What follows belongs to an exercise in optimizing a design on an open flow for small area, a short achievable clock period and few clock cycles; a production flow would make more cautious choices. In this exercise RTL edits were held to simulation tests only and were not proved equivalent to the original. No activity file was given, so power comes from the tool's default toggle rates.

Setup of the baseline:
// rlwe_sampler
module rlwe_sampler (
    input  wire        clk,
    input  wire        rst_n,
    input  wire [1:0]  cfg_mode,
    input  wire [31:0] cfg_q,
    input  wire [4:0]  cfg_frac,
    input  wire [31:0] cfg_mu,
    input  wire [31:0] cfg_sigma,
    input  wire [6:0]  cfg_cdt_len,
    input  wire [31:0] cfg_cdt_offset,
    input  wire        cdt_we,
    input  wire [5:0]  cdt_addr,
    input  wire [31:0] cdt_wdata,
    input  wire        ent_valid,
    output wire        ent_ready,
    input  wire [31:0] ent_data,
    output reg         out_valid,
    output reg         out_reject,
    output reg  [31:0] out_data
);
For scale: roughly 12000 cells after synthesis, about 2600 flip-flops, ~120000 um^2 of cells after synthesis.
==> flow/config.mk <==
export PLATFORM = sky130hd
export DESIGN_NAME = rlwe_sampler
export DESIGN_NICKNAME = rlwe_sampler
export VERILOG_FILES = /design/flow/design.v
export SDC_FILE = /design/flow/constraint.sdc
export NUM_CORES = 4
export LEC_CHECK = 0
export ABC_CLOCK_PERIOD_IN_PS = 5000
export CAP_MARGIN = 20
export CORE_MARGIN = 2
export CORE_UTILIZATION = 55
export CTS_BUF_LIST = sky130_fd_sc_hd__clkbuf_16
export CTS_CLUSTER_DIAMETER = 60
export CTS_CLUSTER_SIZE = 30
export SLEW_MARGIN = 20
==> flow/constraint.sdc <==
create_clock -name core_clock -period 25.0 [get_ports {clk}]
set_input_delay 5.0000 -clock core_clock [delete_from_list [all_inputs] [get_ports {clk}]]
set_output_delay 5.0000 -clock core_clock [all_outputs]
set_load 0.01 [all_outputs]
standard.sh (not shown) runs the stock make flow with config.mk's settings and CLKGATE_MAP_FILE= SYNTH_SCRIPT=/design/flow/synth_recipe.tcl, a recipe that flattens the netlist after the stock synthesis.
==> flow/flow/run.sh <==
#!/bin/bash
# The standard ORFS flow (the standard.sh: its synthesis, floorplan,
# placement, CTS and routing unchanged), with repair_timing asked for a
# larger setup margin so that it sizes and buffers the critical paths for
# a shorter achieved period.  The clock and constraints are the design's.
set -uo pipefail
bash standard.sh SETUP_SLACK_MARGIN=19 finish > standard.log 2>&1
Testbench counts of the baseline, summed over its fixed seeds: cycles 8,812.
### the baseline -> the candidate
# the baseline
export LEC_CHECK = 0
export ABC_CLOCK_PERIOD_IN_PS = 5000
export CAP_MARGIN = 20
export CORE_MARGIN = 2
export CORE_UTILIZATION = 55
export CTS_BUF_LIST = sky130_fd_sc_hd__clkbuf_16
export CTS_CLUSTER_DIAMETER = 60
export CTS_CLUSTER_SIZE = 30
export SLEW_MARGIN = 20
create_clock -name core_clock -period 25.0 [get_ports {clk}]
# the candidate
export LEC_CHECK = 0
export ABC_CLOCK_PERIOD_IN_PS = 5000
export CAP_MARGIN = 20
export CORE_MARGIN = 2
export CORE_UTILIZATION = 65
export CTS_BUF_LIST = sky130_fd_sc_hd__clkbuf_16
export CTS_CLUSTER_DIAMETER = 60
export CTS_CLUSTER_SIZE = 30
export SLEW_MARGIN = 20
create_clock -name core_clock -period 25.0 [get_ports {clk}]
--- outcome ---
The candidate did not run to completion, as it errored out during global routing (5_1_grt). Total CTS buffers, the candidate vs the baseline: down by a few percent. Estimated wirelength of the detail-placed design (the candidate vs. the baseline) increases by a few percent. From the baseline to the candidate the numbers moved as follows: cell count after placement decreased 452, die span in x decreased 7.9%, total standard cell area after synthesis essentially unchanged, placement row count decreased 7.7%. Going from the baseline to the candidate, instance area after placement lost 0.53%; post-CTS setup-driven buffer insertion count grew by 14%; number of I/O pins has remained practically unchanged; number of unique standard cell types used by synthesis closely matched the old numbers. Vertical extent of the die in the candidate vs the baseline: down 7.9%.

========
Starting RTL as in the previous note.
## rlwe_sampler
module rlwe_sampler (
    input  wire        clk,
    input  wire        rst_n,
    input  wire [1:0]  cfg_mode,
    input  wire [31:0] cfg_q,
    input  wire [4:0]  cfg_frac,
    input  wire [31:0] cfg_mu,
    input  wire [31:0] cfg_sigma,
    input  wire [6:0]  cfg_cdt_len,
    input  wire [31:0] cfg_cdt_offset,
    input  wire        cdt_we,
    input  wire [5:0]  cdt_addr,
    input  wire [31:0] cdt_wdata,
    input  wire        ent_valid,
    output wire        ent_ready,
    input  wire [31:0] ent_data,
    output reg         out_valid,
    output reg         out_reject,
    output reg  [31:0] out_data
);
Settings: LEC_CHECK=0, ABC_CLOCK_PERIOD_IN_PS=5000, CAP_MARGIN=20, CORE_MARGIN=2, CORE_UTILIZATION=60, CTS_BUF_LIST=sky130_fd_sc_hd__clkbuf_16, CTS_CLUSTER_DIAMETER=60, CTS_CLUSTER_SIZE=30, SLEW_MARGIN=20; clock period 25.0 ns.
Scripts as last shown in full above: flow/flow/run.sh
Testbench counts at the start, summed over its fixed seeds: cycles 8,812.
Change:
- CORE_UTILIZATION: 60 -> 55
- CTS_BUF_LIST: sky130_fd_sc_hd__clkbuf_16 -> sky130_fd_sc_hd__clkbuf_8 sky130_fd_sc_hd__clkbuf_16
- CTS_CLUSTER_DIAMETER: 60 -> 50
- CTS_CLUSTER_SIZE: 30 -> 20
Effect:
- The changed run completed without violations
- clock-buffer cell count rises by 66
- design area rises by 1.8%
- final cell count rises by 2.7%
- setup slack improves by 20 ps
- first-iteration DRC count rises by 3.4%
- total power rises by 6.1%
- routed wire length is about the same
- via count falls by 0.95%
- utilization falls by 4.4 points
- clock power rises by 21%
Change:
--- a/flow/flow/run.sh
+++ b/flow/flow/run.sh
@@ -5,3 +5,3 @@
 # a shorter achieved period.  The clock and constraints are the design's.
 set -uo pipefail
-bash standard.sh SETUP_SLACK_MARGIN=19 finish > standard.log 2>&1
+bash standard.sh SETUP_SLACK_MARGIN=18 finish > standard.log 2>&1
- CTS_BUF_LIST: sky130_fd_sc_hd__clkbuf_8 sky130_fd_sc_hd__clkbuf_16 -> sky130_fd_sc_hd__clkbuf_16
- CTS_CLUSTER_DIAMETER: 50 -> 60
- CTS_CLUSTER_SIZE: 20 -> 30
=> Worst hold slack improves by 14 ps. Non-clock buffer count goes down by 49. Die area is unchanged. Via count shrinks by 2.0%.
Change:
--- a/flow/flow/run.sh
+++ b/flow/flow/run.sh
@@ -5,3 +5,3 @@
 # a shorter achieved period.  The clock and constraints are the design's.
 set -uo pipefail
-bash standard.sh SETUP_SLACK_MARGIN=18 finish > standard.log 2>&1
+bash standard.sh SETUP_SLACK_MARGIN=20 finish > standard.log 2>&1
After rerunning:
- global-route usage grows by 1.2 points
- synthesized area stays the same
- wire length increases by 3.9%
- power rises by 2.0%
- clock power decreases by about 3%
- sequential power is about the same
- worst setup slack gets better by 600 ps
Change:
--- a/flow/flow/run.sh
+++ b/flow/flow/run.sh
@@ -5,3 +5,3 @@
 # a shorter achieved period.  The clock and constraints are the design's.
 set -uo pipefail
-bash standard.sh SETUP_SLACK_MARGIN=20 finish > standard.log 2>&1
+bash standard.sh SETUP_SLACK_MARGIN=19 finish > standard.log 2>&1
- CTS_BUF_LIST: sky130_fd_sc_hd__clkbuf_16 -> not set
- CTS_CLUSTER_DIAMETER: 60 -> not set
- CTS_CLUSTER_SIZE: 30 -> not set
Result: Maximum frequency came out lower by 0.59%; worst hold slack is worse by 51 ps; count of clock-buffer cells in the layout came out higher by 224; cell count came out lower by 0.42%; synthesized area stays the same; design area came out lower by 2.0%; worst setup slack is worse by 38 ps; power came out higher by 11%; global-route usage came out higher by 0.54 points.

static timing again, ports no longer ideal:
Ports are ideal in the flow. The routed layouts listed here were re-timed in OpenROAD. Step 1, drivers: a clkbuf_16 drives clk and a buf_2 each remaining input, both assumed. Step 2 times the ports against the registers' clock, not the clock port: input delays grow and output delays shrink by t, the midpoint of the rising clock arrivals with the driver on. a / b / c = ideal / step 1 / step 2; a / b = the first two.
| run | shift t [ns] | setup slack, ns | hold slack, ns | slew at the worst register clock pin (ns) |
|---|---|---|---|---|
| the baseline | 0.935 | 18.511 / 18.484 / 17.646 | 0.395 / 0.395 / 0.395 | 0.11 / 0.11 |
| the first run of note 2 | 0.956 | 18.567 / 18.456 / 17.912 | 0.395 / 0.395 / 0.395 | 0.11 / 0.11 |
| the second run of note 2 | 0.952 | 18.587 / 18.490 / 17.771 | 0.372 / 0.372 / 0.372 | 0.08 / 0.08 |
| the third run of note 2 | 0.946 | 18.007 / 17.942 / 17.134 | 0.386 / 0.386 / 0.386 | 0.11 / 0.11 |
| the fourth run of note 2 | 0.931 | 18.610 / 18.514 / 17.957 | 0.391 / 0.391 / 0.391 | 0.11 / 0.11 |
| the fifth run of note 2 | 0.988 | 18.572 / 18.478 / 17.805 | 0.340 / 0.340 / 0.340 | 0.08 / 0.08 |
After both steps setup and hold are still met in every run listed. The setup slack of the third run of note 2, which loses most, moves by -0.065 ns with the drivers and by -0.873 ns with both steps.
